This design comes from an exercise in tuning for small area on the open sky130 flow, not from production work. No functional check of the RTL was part of this run. Power is estimated from default activity; no workload was simulated.

### flow/config.mk
export PLATFORM = sky130hd
export DESIGN_NAME = ltc_rel
export DESIGN_NICKNAME = ltc_rel
export VERILOG_FILES = /design/flow/design.v
export SDC_FILE = /design/flow/constraint.sdc
export NUM_CORES = 4
export LEC_CHECK = 0
export CAP_MARGIN = 20
export CORE_MARGIN = 2
export CORE_UTILIZATION = 40
export SLEW_MARGIN = 20
### flow/constraint.sdc
create_clock -name core_clock -period 9.0 [get_ports {clk}]
set_input_delay 1.8000 -clock core_clock [delete_from_list [all_inputs] [get_ports {clk}]]
set_output_delay 1.8000 -clock core_clock [all_outputs]
set_load 0.01 [all_outputs]
### flow/design.v
module ltc_sat_counter #(
    parameter W = 16
) (
    input  wire         clk,
    input  wire         rst,
    input  wire         inc,
    output reg  [W-1:0] count
);
    always @(posedge clk) begin
        if (rst)
            count <= {W{1'b0}};
        else if (inc && count != {W{1'b1}})
            count <= count + 1'b1;
    end
endmodule
module ltc_rel #(
    parameter integer ACK_TIMEOUT_TICKS = 50,
    parameter integer MAX_RETRIES       = 3
) (
    input  wire        clk,
    input  wire        rst,             
    input  wire        op_valid,
    output wire        op_ready,
    input  wire [2:0]  op_code,
    input  wire [3:0]  op_ch,
    input  wire [7:0]  op_seq,
    input  wire [1:0]  op_pri,
    input  wire        op_qfull,        
    output reg         res_valid,       
    output reg         res_accepted,
    output reg  [7:0]  res_seq,
    output reg         ev_valid,
    output reg         ev_fail,         
    output reg  [3:0]  ev_ch,
    output reg  [7:0]  ev_seq,
    output reg  [1:0]  ev_pri,
    output wire [11:0] st_timeouts,
    output wire [11:0] st_retries,
    output reg  [4:0]  st_pending
);
    localparam integer DEPTH = 16;
    localparam [2:0] OP_SUBMIT = 3'd0;
    localparam [2:0] OP_ACK    = 3'd1;
    localparam [2:0] OP_NACK   = 3'd2;
    localparam [2:0] OP_TICK   = 3'd3;
    localparam [2:0] OP_SWEEP  = 3'd4;
    localparam [2:0] OP_FLUSH  = 3'd5;
    localparam [1:0] S_IDLE  = 2'd0;
    localparam [1:0] S_SWEEP = 2'd1;
    localparam [1:0] S_FLUSH = 2'd2;
    reg [1:0]  state;
    reg [4:0]  idx;                  
    reg [31:0] now;
    reg [7:0]  tx_seq [0:15];
    reg [3:0]  e_ch    [0:DEPTH-1];
    reg [7:0]  e_seq   [0:DEPTH-1];
    reg [1:0]  e_pri   [0:DEPTH-1];
    reg [31:0] e_ts    [0:DEPTH-1];
    reg [1:0]  e_retry [0:DEPTH-1];
    assign op_ready = (state == S_IDLE);
    wire accept = op_valid && op_ready;
    wire [7:0] sub_seq = tx_seq[op_ch];
    reg        hit;
    reg [3:0]  hit_idx;
    reg        sub_dup;
    integer i;
    always @(*) begin
        hit = 1'b0;
        hit_idx = 4'd0;
        sub_dup = 1'b0;
        for (i = 0; i < DEPTH; i = i + 1) begin
            if (i < st_pending && e_ch[i] == op_ch && e_seq[i] == op_seq && !hit) begin
                hit = 1'b1;
                hit_idx = i[3:0];
            end
            if (i < st_pending && e_ch[i] == op_ch && e_seq[i] == sub_seq)
                sub_dup = 1'b1;
        end
    end
    wire sub_ok = !op_qfull && (st_pending != DEPTH) && !sub_dup;
    wire [3:0]  cur    = idx[3:0];
    wire [31:0] age    = now - e_ts[cur];
    wire        expired = (age > ACK_TIMEOUT_TICKS);
    wire        sweep_at_end = (idx == st_pending);
    reg        do_remove;         
    reg [3:0]  rm_idx;
    reg        do_retx;           
    reg [3:0]  rt_idx;
    reg        do_append;
    reg        inc_timeouts;
    always @(*) begin
        do_remove = 1'b0;
        rm_idx = 4'd0;
        do_retx = 1'b0;
        rt_idx = 4'd0;
        do_append = 1'b0;
        inc_timeouts = 1'b0;
        case (state)
            S_IDLE: if (op_valid) begin
                case (op_code)
                    OP_SUBMIT: do_append = sub_ok;
                    OP_ACK: begin
                        do_remove = hit;
                        rm_idx = hit_idx;
                    end
                    OP_NACK: if (hit) begin
                        if (e_retry[hit_idx] < MAX_RETRIES) begin
                            do_retx = 1'b1;
                            rt_idx = hit_idx;
                        end else begin
                            do_remove = 1'b1;
                            rm_idx = hit_idx;
                        end
                    end
                    default: ;
                endcase
            end
            S_SWEEP: if (!sweep_at_end && expired) begin
                inc_timeouts = 1'b1;
                if (e_retry[cur] < MAX_RETRIES) begin
                    do_retx = 1'b1;
                    rt_idx = cur;
                end else begin
                    do_remove = 1'b1;
                    rm_idx = cur;
                end
            end
            S_FLUSH: if (st_pending != 0) begin
                do_remove = 1'b1;
                rm_idx = 4'd0;
            end
            default: ;
        endcase
    end
    always @(posedge clk) begin
        if (rst) begin
            state <= S_IDLE;
            idx <= 5'd0;
            now <= 32'd0;
        end else begin
            case (state)
                S_IDLE: if (op_valid) begin
                    case (op_code)
                        OP_TICK: begin
                            now <= now + 32'd1;
                            idx <= 5'd0;
                            state <= S_SWEEP;
                        end
                        OP_SWEEP: begin
                            idx <= 5'd0;
                            state <= S_SWEEP;
                        end
                        OP_FLUSH: state <= S_FLUSH;
                        default: ;
                    endcase
                end
                S_SWEEP: begin
                    if (sweep_at_end)
                        state <= S_IDLE;
                    else if (!do_remove)
                        idx <= idx + 5'd1;    
                end
                S_FLUSH: if (st_pending == 0) state <= S_IDLE;
                default: state <= S_IDLE;
            endcase
        end
    end
    integer j;
    always @(posedge clk) begin
        if (rst) begin
            st_pending <= 5'd0;
            for (j = 0; j < 16; j = j + 1)
                tx_seq[j] <= 8'd0;
        end else begin
            if (do_append) begin
                e_ch[st_pending[3:0]]    <= op_ch;
                e_seq[st_pending[3:0]]   <= sub_seq;
                e_pri[st_pending[3:0]]   <= op_pri;
                e_ts[st_pending[3:0]]    <= now;
                e_retry[st_pending[3:0]] <= 2'd0;
                st_pending <= st_pending + 5'd1;
                tx_seq[op_ch] <= sub_seq + 8'd1;
            end
            if (do_retx) begin
                e_retry[rt_idx] <= e_retry[rt_idx] + 2'd1;
                e_ts[rt_idx]    <= now;
            end
            if (do_remove) begin
                for (j = 0; j < DEPTH - 1; j = j + 1) begin
                    if (j >= rm_idx) begin
                        e_ch[j]    <= e_ch[j+1];
                        e_seq[j]   <= e_seq[j+1];
                        e_pri[j]   <= e_pri[j+1];
                        e_ts[j]    <= e_ts[j+1];
                        e_retry[j] <= e_retry[j+1];
                    end
                end
                st_pending <= st_pending - 5'd1;
            end
        end
    end
    wire [3:0] ev_idx = do_retx ? rt_idx : rm_idx;
    always @(posedge clk) begin
        if (rst) begin
            res_valid <= 1'b0;
            ev_valid  <= 1'b0;
        end else begin
            res_valid <= accept && op_code == OP_SUBMIT;
            if (accept && op_code == OP_SUBMIT) begin
                res_accepted <= sub_ok;
                res_seq      <= sub_seq;
            end
            ev_valid <= do_retx || do_remove && !(state == S_IDLE && op_code == OP_ACK);
            if (do_retx || do_remove) begin
                ev_fail <= !do_retx;
                ev_ch   <= e_ch[ev_idx];
                ev_seq  <= e_seq[ev_idx];
                ev_pri  <= e_pri[ev_idx];
            end
        end
    end
    ltc_sat_counter #(.W(12)) u_timeouts (
        .clk(clk), .rst(rst), .inc(inc_timeouts), .count(st_timeouts));
    ltc_sat_counter #(.W(12)) u_retries (
        .clk(clk), .rst(rst), .inc(do_retx), .count(st_retries));
endmodule
### flow/run.sh
#!/bin/bash
# synth_recipe.tcl (not shown) runs the flow's synth.tcl, then flattens the netlist and writes it again
# the make line also repeats each setting of config.mk as NAME=value (left out here)
make -C /OpenROAD-flow-scripts/flow DESIGN_CONFIG=/design/flow/config.mk WORK_HOME=/design/flow/orfs CLKGATE_MAP_FILE= SYNTH_SCRIPT=/design/flow/synth_recipe.tcl finish
==> impl_metrics.toml <==
[sta]
slew_headroom_pct = 28.42
fin_skew_ps = 43.83
post-route-min-period_ps = 8140
clock.fmax_mhz = 122.9
worstMarginPinSlew_ps = 1074
final.setup.tns_ps = 0
worst_slack_ps = 860.1
finalSetupViolations = 0
rsz0062_at_grt = "false"
hold_viol = 0
final.period_utilization_pct = 90.44
drv_slew = 0

[placement]
hpwl_um = 113000
place_area_um2 = 59040
dp_cells = 5783
portBuffers = 76
pre_cts_slack_ps = 642.4
place.gp.congestion = 0.9323

[outcome]
status = "no timing/DRC/antenna violations"

[worst_setup_path]
required_ps = 9460
path_cells = "buf_12, mux4_2, mux4_2, inv_1, ha_1, a21o_1, a31oi_1, o32a_1, a21oi_1, o21a_1, or4_1, o2111ai_1, nor4_2, buf_4, nor3_1, and2_1, a31oi_1, buf_4, nor2_1, or2_1, and2_4, buf_12, mux2_4"
cp.arrival_ps = 8600
path_class = "reg -> reg"
cpMaxStageDelayCell = "nor3_1"
crit_path_start_kind = "flop"
slowest_delay_ps = 720
endpoint_kind = "flop"
path_max_fanout = 39

[global_routing]
grt_usage_pct = 23.97
grt_pass1_vias = 35660
grt_max_degree = 57
grt_pass1_wl_um = 250200
grt_overflow = 0
antenna_found_initial = 4

[synthesis]
yosysUniqueCellTypes = 93
syn_area_per_cell_um2 = 13.71
ys_warn_count = 2
synth_area_leader_cell = "edfxtp_1"
synth_nets = 4110
synth_area_um2 = 55470
ys_async_sr_fraction_pct = 0
synth_flop_cell = "edfxtp_1"
synth_edf_count = 920
synthCells = 4047
synth_top_area_share_pct = 49.80
synthTopCellsByArea = "edfxtp_1 50%, mux4_2 9.9%, mux2_2 8.4%"
yosysSeqAreaShare_pct = 52.48
ys_ff_latch = 994

[layout]
nFillCells = 12290
fin_cells = 5984
multi_input_area_um2 = 24870
synthToLayoutAreaGrowth_pct = 12.86
final_core_util_pct = 45.53
final_area_um2 = 62610
drive_gt1_share_pct = 27.14
regArea_um2 = 29120
final_nets = 4163

[clocking]
worstSkewPairLatency_ps = 750
root_buffer = "clkbuf_16"
tritoncts = "built"
cts.repair.resized = 0
cts_made_buffers = 109
numClockSinks = 994
cts-hold-fix-buffers = 0
path_clk_slew_ps = 60
cts_setup_buffers = 0
cts_htree_levels = 3
clockBufferDepth = 3

[detailed_routing]
ant_nets = 0
wl_per_cell_um = 28.71
drt_iter0_markers = 3985
totalWireLength_um = 171800
dr.pass1.iters = 6
dr_total_vias = 35930
remaining_drc_errors = 0
viasPerCell = 6.004

[flow_run]
cap_violations = 0

[power_and_ir_drop]
leakage_uw = 0.02293
ir_worst_vdd_v = 0.0001335
power_density_nw_per_um2 = 161.7

[die]
rows = 136
io_pins = 77
die-area_um2 = 141700
die_w_um = 376.4
core_region_area_um2 = 137500
initial_core_util_pct = 40.34
die-height_um = 376.4

[min_path]
min_path_type = "reg -> reg"
[flip-flops by register name, indices dropped and copies added (netlist names), 4 cells and up, named ones only]
signal	count
e_ts	512
e_seq	128
tx_seq	128
e_ch	64
e_pri	32
e_retry	32
now	32
u_retries.count	12
u_timeouts.count	12
ev_seq	8
res_seq	8
idx	5
st_pending	5
ev_ch	4
[synth_stat cells, types with 41 or more instances]
library cell and count:
a21oi_1 65, buf_2 96, clkbuf_1 161, dfxtp_1 74
edfxtp_1 920, ha_1 41, inv_1 77, mux2_1 169
mux2_2 416, mux2_4 46, mux2i_1 108, mux4_2 243
nand2_1 280, nand3_1 52, nand4_1 92, nor2_1 240
o21ai_0 82, xnor2_1 274, xor2_1 118
[stage by stage]
step / power [µW] / hold WS, ps
6_report: 10120 / 507.0
5_1_grt: 10400 / 550.6
4_1_cts: 10190 / 513.2
3_5_place_dp: 5666 / 502.1
3_3_place_gp: 5661 / 489.9
2_1_floorplan: 5504 / 402.9
[where the power goes]
| part | switching (µW) | internal, µW | leakage (µW) |
|---|---|---|---|
| logic | 313 | 213 | 0.0115 |
| clock network | 1950 | 2600 | 0.00174 |
| registers | 11.2 | 5040 | 0.00972 |
| total | 2280 | 7850 | 0.0229 |
[worst max-delay path, delay by kind of cell, from the launching register on]
kind | cells | cell delay [ps]
compound gates | 7 | 1350
fa+ha+maj | 1 | 350
buf+inv | 5 | 1190
simple gates | 7 | 2690
flops | 1 | 670
mux | 3 | 1490
[final cells by class]
cell class / count / share of cell area, %
Inverter: 77 / 0.4617
Sequential cell: 994 / 46.51
Tap cell: 1794 / 3.585
Timing Repair Buffer: 265 / 4.013
Clock buffer: 133 / 4.551
Multi-Input combinational cell: 2653 / 39.73
Clock inverter: 67 / 1.139
Antenna cell: 1 / 0.003997
[final timing paths]
| check | startpoint | to | slack, ps | depth (start not counted) |
|---|---|---|---|---|
| worst max-delay path | flop | e_ts[12][31] | 860 | 23 |
| worst min-delay path | u_timeouts.count[4] | u_timeouts.count[4] | 510 | 2 |
| worst max register to register | flop | e_ts[12][31] | 860 | 23 |
| worst min register to register | u_timeouts.count[4] | u_timeouts.count[4] | 510 | 2 |
[routing by layer]
metal  track usage (%)  wire length [µm]  vias up
met5                 0                 0        -
met4             6.430              4137        0
met3             3.980             13840      266
met2             37.82             79060     1513
met1             34.24             74780    18580
li1                  -                 -    15570
[cell usage in the layout (no fill, tap or decap), types with 74 or more instances in the layout]
cell type  netlist  final
buf_4           30    164
clkbuf_16        0    110
edfxtp_1       920    920
inv_1           77     77
mux2_1         169    169
mux2_2         416    416
mux2i_1        108    108
mux4_2         243    243
nand2_1        280    277
nand4_1         92     92
nor2_1         240    233
o21ai_0         82     74
xnor2_1        274    274
xor2_1         118    118
[cell families (layout without fill, tap and decap cells)]
logic type	Yosys count	after routing	share of synthesized area [%]
DFF	994	994	52.48
muxes	982	982	24.94
and+or+nand+nor	886	886	7.759
buffers and inverters	400	542	3.277
xor gates and xnor gates	392	392	6.190
AOI/OAI and AO/OA	351	351	4.401
adders and majority gates	42	42	0.9609
other	0	1	0

-- afterwards: timing with drivers on the ports --
Ports are ideal in the flow. The routed layout listed here was re-timed in OpenROAD.
Step 1, drivers: a clkbuf_16 drives clk and a buf_2 each remaining input, both assumed.
Step 2 times the ports against the registers' clock, not the clock port: input delays grow and output delays shrink by t, the midpoint of the rising clock arrivals with the driver on.
a / b / c = no drivers / after step 1 / after step 2; a / b = the first two.
t, ns: 0.803
setup WS [ns]: 0.860 / 0.860 / 0.382
cell pins on the clock port's net: 1
After both steps this run still meets setup and hold. The setup slack of this run moves by 0.000 ns with the drivers and by -0.478 ns with both steps.
